This is an optimization exercise on Yosys and OpenROAD, whose aim is small area, not a production implementation.
Only simulation tests tie the RTL to the original design; equivalence was not proved.
The flow treats the clock pin as an ideal source, which a real chip does not have.

==> trial 97: inputs <==
// a362m
module a362m (
    input  wire        clk,
    input  wire        rst_n,
    input  wire        cmd_valid,
    input  wire [39:0] cmd_word,
    output wire        cmd_ready,
    output reg         done_valid,
    output wire [2:0]  done_status,
    output reg  [15:0] rd,
    output reg  [15:0] fx,
    output reg  [15:0] fy,
    output reg  [15:0] fz,
    output reg  [15:0] ft,
    output reg  [63:0] burst_buf,
    output reg  [3:0]  bufn,
    output reg  [7:0]  want,
    output reg  [7:0]  echo,
    output reg  [2:0]  status,
    output reg  [3:0]  err,
    output wire        busy,
    output wire        cs_open,
    output wire        tx_valid,
    output wire [7:0]  tx_byte,
    input  wire        rx_valid,
    input  wire [7:0]  rx_byte,
    input  wire        bus_fail
);
==> flow/config.mk <==
export PLATFORM = sky130hd
export DESIGN_NAME = a362m
export DESIGN_NICKNAME = a362m
export VERILOG_FILES = /design/flow/design.v
export SDC_FILE = /design/flow/constraint.sdc
export NUM_CORES = 4
export LEC_CHECK = 0
export CAP_MARGIN = 20
export CORE_MARGIN = 2
export CORE_UTILIZATION = 60
export PLACE_DENSITY = 0.75
export SLEW_MARGIN = 20
export SYNTH_HIERARCHICAL = 1
==> flow/constraint.sdc <==
create_clock -name core_clock -period 7.0 [get_ports {clk}]
set_input_delay 1.4000 -clock core_clock [delete_from_list [all_inputs] [get_ports {clk}]]
set_output_delay 1.4000 -clock core_clock [all_outputs]
set_load 0.01 [all_outputs]
standard.sh (not shown) runs the stock make flow with config.mk's settings and CLKGATE_MAP_FILE= SYNTH_SCRIPT=/design/flow/synth_recipe.tcl, a recipe that flattens the netlist after the stock synthesis.
==> flow/flow/run.sh <==
#!/bin/bash
# The standard flow (standard.sh) with these changes:
#  - synthesis: the standard flow's own synthesis script (synth_recipe.tcl), except that
#    ABC maps the logic with an area-oriented script (flow/area.abc, hooked
#    in by flow/abc_override.tcl); the registers are not touched
#  - input and output port buffers: sky130_fd_sc_hd__buf_1
#  - clock tree: clkbuf_4 buffers, no dummy loads
#  - after CTS: non-critical cells downsized (flow/post_cts.tcl)
# Each tool's output is logged by ORFS under orfs/logs; make's is in
# standard.log.
set -euo pipefail
HERE=$PWD
{
  printf 'set ::env(MY_ABC_SCRIPT) {%s}\n' "$HERE/flow/area.abc"
  cat flow/abc_override.tcl
  cat synth_recipe.tcl
} > synth_area.tcl
sed "s#SYNTH_SCRIPT=[^ ]*#SYNTH_SCRIPT=$HERE/synth_area.tcl#" standard.sh > standard_area.sh
grep -q "SYNTH_SCRIPT=$HERE/synth_area.tcl" standard_area.sh
export BUFFER_PORTS_ARGS="-buffer_cell sky130_fd_sc_hd__buf_1"
export CTS_ARGS="-sink_clustering_enable -repair_clock_nets -dont_use_dummy_load -buf_list sky130_fd_sc_hd__clkbuf_4 -sink_clustering_size 12 -sink_clustering_max_diameter 40"
export POST_CTS_TCL="$HERE/flow/post_cts.tcl"
bash standard_area.sh > standard.log 2>&1
==> flow/flow/abc_override.tcl <==
# ABC maps the logic between the registers with flow/area.abc, an
# area-oriented script, in place of ORFS's speed script; every other
# argument of the call is kept.
proc abc {args} {
  set i [lsearch -exact $args -script]
  if {$i >= 0} {
    set args [lreplace $args [expr {$i + 1}] [expr {$i + 1}] $::env(MY_ABC_SCRIPT)]
  }
  yosys abc {*}$args
}
==> flow/flow/area.abc <==
strash
&get -n
&fraig -x
&put
scorr
dc2
strash
dch -f
map -a
&get -n
&st
&syn2
&dch -f
&nf -a -R 1000
&put
==> flow/flow/post_cts.tcl <==
# After CTS: downsize cells off the critical paths, then repair any slew or
# capacitance limits that broke, and legalize the placement again.
estimate_parasitics -placement
repair_timing -recover_power 100 -verbose
repair_design -slew_margin 20 -cap_margin 20 -verbose
detailed_placement
check_placement -verbose
==> trial 4 (differences from trial 97) <==
--- a/flow/design.v
+++ b/flow/design.v
@@ -30,25 +30,19 @@
                      OP_RDS8   = 5'h09, OP_RDS12 = 5'h0A, OP_RDXYZT = 5'h0B,
                      OP_WRC    = 5'h10, OP_SETB  = 5'h11, OP_SETF   = 5'h12,
                      OP_RDF    = 5'h13, OP_MEASON= 5'h14, OP_SRESET = 5'h15,
                      OP_CFGACT = 5'h18, OP_CFGINACT = 5'h19;
     localparam [2:0] ST_OK = 3'd0, ST_TF = 3'd1, ST_VM = 3'd2, ST_IF = 3'd3,
                      ST_IC = 3'd4;
     localparam [1:0] S_IDLE = 2'd0, S_XFER = 2'd1, S_GAP = 2'd2, S_LOOP = 2'd3;
-    localparam [2:0] T_RDT  = 3'b000,    
-                     T_THR  = 3'b001,    
-                     T_VFY  = 3'b010,    
-                     T_TIME = 3'b011,    
-                     T_DATA = 3'b100,    
-                     T_WR   = 3'b101,    
-                     T_RDFP = 3'b110;    
     reg [1:0]  state;
     reg [2:0]  step;
     reg [3:0]  bidx;         
     reg [4:0]  op;
+    reg        al;           
     reg [7:0]  b [0:7];
     wire [39:0] c   = cmd_word;
     wire [4:0]  cop = c[39:35];
     wire z0  = (c[7:0]   == 8'd0);
     wire z1  = (c[15:8]  == 8'd0);
     wire z2  = (c[23:16] == 8'd0);
     wire z3  = (c[31:24] == 8'd0);
@@ -92,19 +86,19 @@
     end
     wire c_dec  = (cop == OP_DEC);
     wire c_setb = (cop == OP_SETB);
     wire c_loop = (cop == OP_SETF) | (cop == OP_RDF);
     reg [2:0] c_step;
     always @(*) begin
         case (cop)
-            OP_CFGACT, OP_CFGINACT:       c_step = T_THR;
-            OP_SETB, OP_SETF, OP_MEASON:  c_step = T_RDT;
+            OP_CFGACT, OP_CFGINACT:       c_step = 3'd0;
+            OP_SETB, OP_SETF, OP_MEASON:  c_step = 3'd2;
             OP_WR1, OP_WR2, OP_WRC,
-            OP_SRESET:                    c_step = T_WR;
-            default:                      c_step = T_DATA;
+            OP_SRESET:                    c_step = 3'd3;
+            default:                      c_step = 3'd5;
         endcase
     end
     wire [7:0] c_b0 = c[7:0] | (c_setb ? c[23:16] : 8'h00) |
                       ((cop == OP_MEASON) ? 8'h02 : 8'h00) |
                       ((cop == OP_SRESET) ? 8'h52 : 8'h00);
     reg [7:0] c_addr;
     always @(*) begin
@@ -123,71 +117,73 @@
     wire o_cfg   = (op[4:1] == 4'b1100);
     wire o_act   = o_cfg & ~op[0];
     wire o_setf  = (op == OP_SETF);
     wire o_rdf   = (op == OP_RDF);
     wire o_rdb   = (op == OP_RDB);
     wire o_xyzt  = (op == OP_RDXYZT);
     wire o_rds12 = (op == OP_RDS12);
+    wire o_rds8  = (op == OP_RDS8);
+    wire o_meas  = (op == OP_MEASON);
+    wire o_srst  = (op == OP_SRESET);
     wire o_wr2   = (op == OP_WR2);
     wire o_rd2   = (op == OP_RD2);
-    wire wr_frame = step[0];
-    wire off1     = (step == T_VFY);
-    wire s2       = (step == T_RDT);
+    wire wr_frame = (step == 3'd0) | (step == 3'd1) | (step == 3'd3);
+    wire off1     = (step == 3'd4);
+    wire s2       = (step == 3'd2);
     reg [7:0] f_addr;
     always @(*) begin
         case (step)
-            T_THR:   f_addr = o_act ? 8'h20 : 8'h23;
-            T_TIME:  f_addr = o_act ? 8'h22 : 8'h25;
-            T_VFY:   f_addr = 8'h27;
+            3'd0: f_addr = o_act ? 8'h20 : 8'h23;
+            3'd1: f_addr = o_act ? 8'h22 : 8'h25;
+            3'd4: f_addr = 8'h27;
             default: f_addr = o_cfg ? 8'h27 : b[3];
         endcase
     end
     reg [2:0] f_lastj;
     always @(*) begin
-        if (step == T_THR || (step == T_TIME && !o_act) ||
-            (step == T_WR && o_wr2) ||
-            (step == T_DATA && (o_rd2 || o_rds12)))
+        if (step == 3'd0 || (step == 3'd1 && !o_act) ||
+            (step == 3'd3 && o_wr2) ||
+            (step == 3'd5 && (o_rd2 || o_rds12)))
             f_lastj = 3'd1;
-        else if (step == T_DATA && o_xyzt) f_lastj = 3'd7;
+        else if (step == 3'd5 && o_xyzt) f_lastj = 3'd7;
         else f_lastj = 3'd0;
     end
-    wire [7:0] p0 = (step == T_THR) ? b[2] : b[0];
-    wire [7:0] p1 = (step == T_THR) ? b[3] : b[1];
+    wire [7:0] p0 = (step == 3'd0) ? b[2] : b[0];
+    wire [7:0] p1 = (step == 3'd0) ? b[3] : b[1];
     wire hdr = bidx[3];
     assign tx_byte = hdr ? (bidx[0] ? f_addr : {7'b0000101, ~wr_frame}) :
                      !wr_frame ? 8'h00 : (bidx[0] ? p1 : p0);
     assign tx_valid    = (state == S_XFER);
     assign cs_open     = tx_valid;
     assign cmd_ready   = (state == S_IDLE);
     assign busy        = !cmd_ready;
     assign done_status = status;
     wire [3:0] bidx_inc = bidx + 4'd1;
-    wire last = !hdr && ((step == T_DATA && o_rdb) ? (bidx_inc[2:0] == b[7][2:0])
+    wire last = !hdr && ((step == 3'd5 && o_rdb) ? (bidx_inc[2:0] == b[7][2:0])
                                                  : (bidx[2:0] == f_lastj));
     wire hmask = bidx[0] & ~flag & (o_rds12 | o_xyzt);
     wire [7:0] rx_eff = {rx_byte[7:4] & {4{~hmask}}, rx_byte[3:0]} &
                         (o_rdf ? b[2] : 8'hFF);
     wire [2:0] wj = {bidx[2:1], bidx[0] | off1};   
-    wire al = b[1][0];
     wire aligning = !al & b[2][0];
     wire thermo_bad = |(b[2][7:1] & ~b[2][6:0]);
     wire val_bad = o_setf & |(b[0] & ~b[2]);
     wire rot0 = o_setf ? (al | b[2][0]) : (!al & !b[2][0]);
     wire need_vfy = o_cfg | ((op == OP_WRC || op == OP_SETB || o_setf) && b[3] == 8'h27);
     wire [7:0] rx_b0 = (rx_eff & ~(b[2] & {8{s2 & ~o_cfg}})) |
                        (b[0] & {8{s2 & ~o_cfg}}) |
                        ((s2 & o_cfg) ? (op[0] ? (flag ? 8'h0C : 8'h04)
                                                : (flag ? 8'h03 : 8'h01)) : 8'h00);
     wire accept   = (state == S_IDLE) & cmd_valid;
     wire in_gap   = (state == S_GAP);
     wire in_loop  = (state == S_LOOP);
     wire loop_end = in_loop & bidx[3];
-    wire commit   = (in_gap & (step == T_DATA) & ~o_rdf) | (loop_end & (step == T_RDFP));
-    wire vfy_end  = in_gap & (step == T_VFY);
-    wire wr_end   = in_gap & (step == T_WR) & ~need_vfy;
+    wire commit   = (in_gap & (step == 3'd5) & ~o_rdf) | (loop_end & (step == 3'd6));
+    wire vfy_end  = in_gap & (step == 3'd4);
+    wire wr_end   = in_gap & (step == 3'd3) & ~need_vfy;
     wire chk_fail = in_loop & ~bidx[3] & aligning & (thermo_bad | val_bad);
     wire tf       = tx_valid & bus_fail;
     wire vm       = vfy_end & (b[0] != b[1]);
     wire fin_ic = accept & ~c_legal;
     wire fin_if = (accept & c_legal & c_inval) | chk_fail;
     wire fin    = fin_ic | fin_if | tf | commit | vfy_end | wr_end;
     wire [2:0] code = {fin_ic, fin_if | vm, fin_if | tf};
@@ -256,24 +252,24 @@
                         state <= c_dec ? S_GAP : c_loop ? S_LOOP : S_XFER;
                 S_XFER:
                     if (bus_fail) state <= S_IDLE;
                     else if (rx_valid && last) state <= S_GAP;
                 S_LOOP:
                     if (!bidx[3]) begin
                         if (aligning && (thermo_bad || val_bad)) state <= S_IDLE;
-                    end else if (step == T_RDFP) begin
+                    end else if (step == 3'd6) begin
                         state <= S_IDLE;
                     end else begin
                         state <= S_XFER;
                     end
                 S_GAP:
                     case (step)
-                        T_WR:    state <= need_vfy ? S_XFER : S_IDLE;
-                        T_VFY:   state <= S_IDLE;
-                        T_DATA, T_RDFP, 3'b111:
+                        3'd3:    state <= need_vfy ? S_XFER : S_IDLE;
+                        3'd4:    state <= S_IDLE;
+                        3'd5, 3'd6, 3'd7:
                                  state <= o_rdf ? S_LOOP : S_IDLE;
                         default: state <= S_XFER;
                     endcase
             endcase
         end
     end
     always @(posedge clk) begin
@@ -283,46 +279,47 @@
                 b[0]  <= c_b0;
                 b[1]  <= c_b1;
                 b[2]  <= c[23:16];
                 b[3]  <= c[31:24] | c_addr;
                 b[7][3:0] <= {(cop[4:1] == 4'b1100) ? c[33] : c[34], c[2:0]};
                 step  <= c_step;
                 bidx  <= c_loop ? 4'd0 : 4'd14;
+                al    <= 1'b0;
             end
             S_XFER: begin
                 if (!bus_fail && rx_valid) begin
                     if (!hdr && !wr_frame) begin
                         if (wj == 3'd0) b[0] <= rx_b0;
                         else b[wj] <= rx_eff;
                     end
                     bidx <= bidx_inc;
                 end
             end
             S_LOOP: begin
                 if (!bidx[3]) begin
                     b[2] <= {b[2][0], b[2][7:1]};
                     if (rot0) b[0] <= {b[0][0], b[0][7:1]};
-                    if (aligning) b[1][0] <= 1'b1;
+                    if (aligning) al <= 1'b1;
                     bidx <= bidx_inc;
                 end else begin
                     bidx <= 4'd14;
                 end
             end
             S_GAP: begin
                 bidx <= 4'd14;
                 case (step)
-                    T_THR:  step <= T_TIME;
-                    T_TIME: step <= T_RDT;
-                    T_RDT:  step <= T_WR;
-                    T_WR:   step <= T_VFY;
-                    T_VFY:  ;
+                    3'd0: step <= 3'd1;
+                    3'd1: step <= 3'd2;
+                    3'd2: step <= 3'd3;
+                    3'd3: step <= 3'd4;
+                    3'd4: ;
                     default: begin
-                        step <= T_RDFP;
+                        step <= 3'd6;
                         bidx <= 4'd0;
-                        b[1][0] <= 1'b0;
+                        al   <= 1'b0;
                     end
                 endcase
             end
         endcase
     end
 endmodule
 module a362m_hold #(parameter W = 8) (
==> flow/run.sh (new file) <==
#!/bin/bash
# synth_recipe.tcl (not shown) runs the flow's synth.tcl, then flattens the netlist and writes it again
# the make line also repeats each setting of config.mk as NAME=value (left out here)
make -C /OpenROAD-flow-scripts/flow DESIGN_CONFIG=/design/flow/config.mk WORK_HOME=/design/flow/orfs CLKGATE_MAP_FILE= SYNTH_SCRIPT=/design/flow/synth_recipe.tcl finish
removed: flow/flow/run.sh
removed: flow/flow/abc_override.tcl
removed: flow/flow/area.abc
removed: flow/flow/post_cts.tcl
removed: flow/standard.sh
==> trial 77 (differences from trial 97) <==
--- a/flow/design.v
+++ b/flow/design.v
@@ -123,25 +123,28 @@
     wire o_cfg   = (op[4:1] == 4'b1100);
     wire o_act   = o_cfg & ~op[0];
     wire o_setf  = (op == OP_SETF);
     wire o_rdf   = (op == OP_RDF);
     wire o_rdb   = (op == OP_RDB);
     wire o_xyzt  = (op == OP_RDXYZT);
     wire o_rds12 = (op == OP_RDS12);
+    wire o_rds8  = (op == OP_RDS8);
+    wire o_meas  = (op == OP_MEASON);
+    wire o_srst  = (op == OP_SRESET);
     wire o_wr2   = (op == OP_WR2);
     wire o_rd2   = (op == OP_RD2);
     wire wr_frame = step[0];
     wire off1     = (step == T_VFY);
     wire s2       = (step == T_RDT);
     reg [7:0] f_addr;
     always @(*) begin
         case (step)
-            T_THR:   f_addr = o_act ? 8'h20 : 8'h23;
-            T_TIME:  f_addr = o_act ? 8'h22 : 8'h25;
-            T_VFY:   f_addr = 8'h27;
+            T_THR: f_addr = o_act ? 8'h20 : 8'h23;
+            T_TIME: f_addr = o_act ? 8'h22 : 8'h25;
+            T_VFY: f_addr = 8'h27;
             default: f_addr = o_cfg ? 8'h27 : b[3];
         endcase
     end
     reg [2:0] f_lastj;
     always @(*) begin
         if (step == T_THR || (step == T_TIME && !o_act) ||
             (step == T_WR && o_wr2) ||
--- a/flow/flow/run.sh
+++ b/flow/flow/run.sh
@@ -14,10 +14,10 @@
   printf 'set ::env(MY_ABC_SCRIPT) {%s}\n' "$HERE/flow/area.abc"
   cat flow/abc_override.tcl
   cat synth_recipe.tcl
 } > synth_area.tcl
 sed "s#SYNTH_SCRIPT=[^ ]*#SYNTH_SCRIPT=$HERE/synth_area.tcl#" standard.sh > standard_area.sh
 grep -q "SYNTH_SCRIPT=$HERE/synth_area.tcl" standard_area.sh
 export BUFFER_PORTS_ARGS="-buffer_cell sky130_fd_sc_hd__buf_1"
-export CTS_ARGS="-sink_clustering_enable -repair_clock_nets -dont_use_dummy_load -buf_list sky130_fd_sc_hd__clkbuf_4 -sink_clustering_size 12 -sink_clustering_max_diameter 40"
+export CTS_ARGS="-sink_clustering_enable -repair_clock_nets -dont_use_dummy_load -buf_list sky130_fd_sc_hd__clkbuf_4 -sink_clustering_size 10 -sink_clustering_max_diameter 45"
 export POST_CTS_TCL="$HERE/flow/post_cts.tcl"
 bash standard_area.sh > standard.log 2>&1
==> flow/config.mk (replaced) <==
export PLATFORM = sky130hd
export DESIGN_NAME = a362m
export DESIGN_NICKNAME = a362m
export VERILOG_FILES = /design/flow/design.v
export SDC_FILE = /design/flow/constraint.sdc
export NUM_CORES = 4
export LEC_CHECK = 0
export CAP_MARGIN = 20
export CORE_MARGIN = 2
export CORE_UTILIZATION = 50
export PLACE_DENSITY = 0.7
export SLEW_MARGIN = 20
export SYNTH_HIERARCHICAL = 1
==> impl_metrics.py <==
metrics = {
    "status": {
        "status": "timing/DRC/antenna clean",
    },
    "setup_path": {
        "timing.critical_path.fanout_max": 8,
        "timing.critical_path.to": "tx_byte[0]",
        "critPathMaxStageDelay_ps": 880,
    },
    "power_and_ir_drop": {
        "largest_voltage_drop_on_the_vdd_net_mv": 0.1986,
        "power_report.internal_total_uw": 1795,
    },
    "layout": {
        "area.share.sequential_pct": 49.99,
    },
}
The numbers above come from trial 97.

==> impl_metrics.py <==
metrics = {
    "status": {
        "status": "timing/DRC/antenna clean",
    },
    "setup_path": {
        "timing.critical_path.fanout_max": 8,
        "critPathMaxStageDelay_ps": 940,
        "timing.critical_path.to": "tx_byte[0]",
    },
    "power_and_ir_drop": {
        "power_report.internal_total_uw": 1767,
        "largest_voltage_drop_on_the_vdd_net_mv": 0.08253,
    },
    "layout": {
        "area.share.sequential_pct": 49.91,
    },
    "drt": {
        "topRoutingLayerUsed": "met4",
    },
    "die": {
        "floorplan.initialDensity_pct": 51.21,
    },
}
The numbers above come from trial 77.

==> impl_metrics.py <==
metrics = {
    "power_and_ir_drop": {
        "largest_voltage_drop_on_the_vdd_net_mv": 0.2815,
    },
    "setup_path": {
        "timing.critical_path.fanout_max": 22,
        "critPathMaxStageDelay_ps": 870,
        "timing.critical_path.to": "tx_byte[1]",
    },
    "status": {
        "status": "timing/DRC/antenna clean",
    },
    "layout": {
        "area.share.sequential_pct": 40.93,
    },
}
The numbers above come from trial 4.

-- what the ideal ports hide --
No port has a modelled driver above. Below, the same layouts with a new extraction and two added sets of constraints. Step 1 sets driving cells, clkbuf_16 on the clock port and buf_2 on the other inputs (assumed; they add their load-dependent delay and slew). Step 2 moves the port delays by t, midway between the first and last clock arrival at a register: inputs arrive t later, outputs are due t later. That takes back most of the time a late clock gives input paths. Three values: ideal, step 1, step 2; two values: the first two.
| run | t (ns) | setup WS [ns] | clock arrival spread, ns | worst slew at a driven data input, ns |
|---|---|---|---|---|
| trial 97 | 0.643 | 2.614 / 2.575 / 2.412 | 0.083 / 0.084 | 0.04 |
| trial 4 | 0.575 | 2.112 / 2.064 / 2.261 | 0.020 / 0.021 | 0.05 |
| trial 77 | 0.705 | 2.408 / 2.367 / 2.429 | 0.083 / 0.083 | 0.05 |
After both steps setup and hold are still met in every run listed. For trial 97, which loses most, drivers alone change the setup slack by -0.039 ns; drivers and shift together by -0.202 ns.
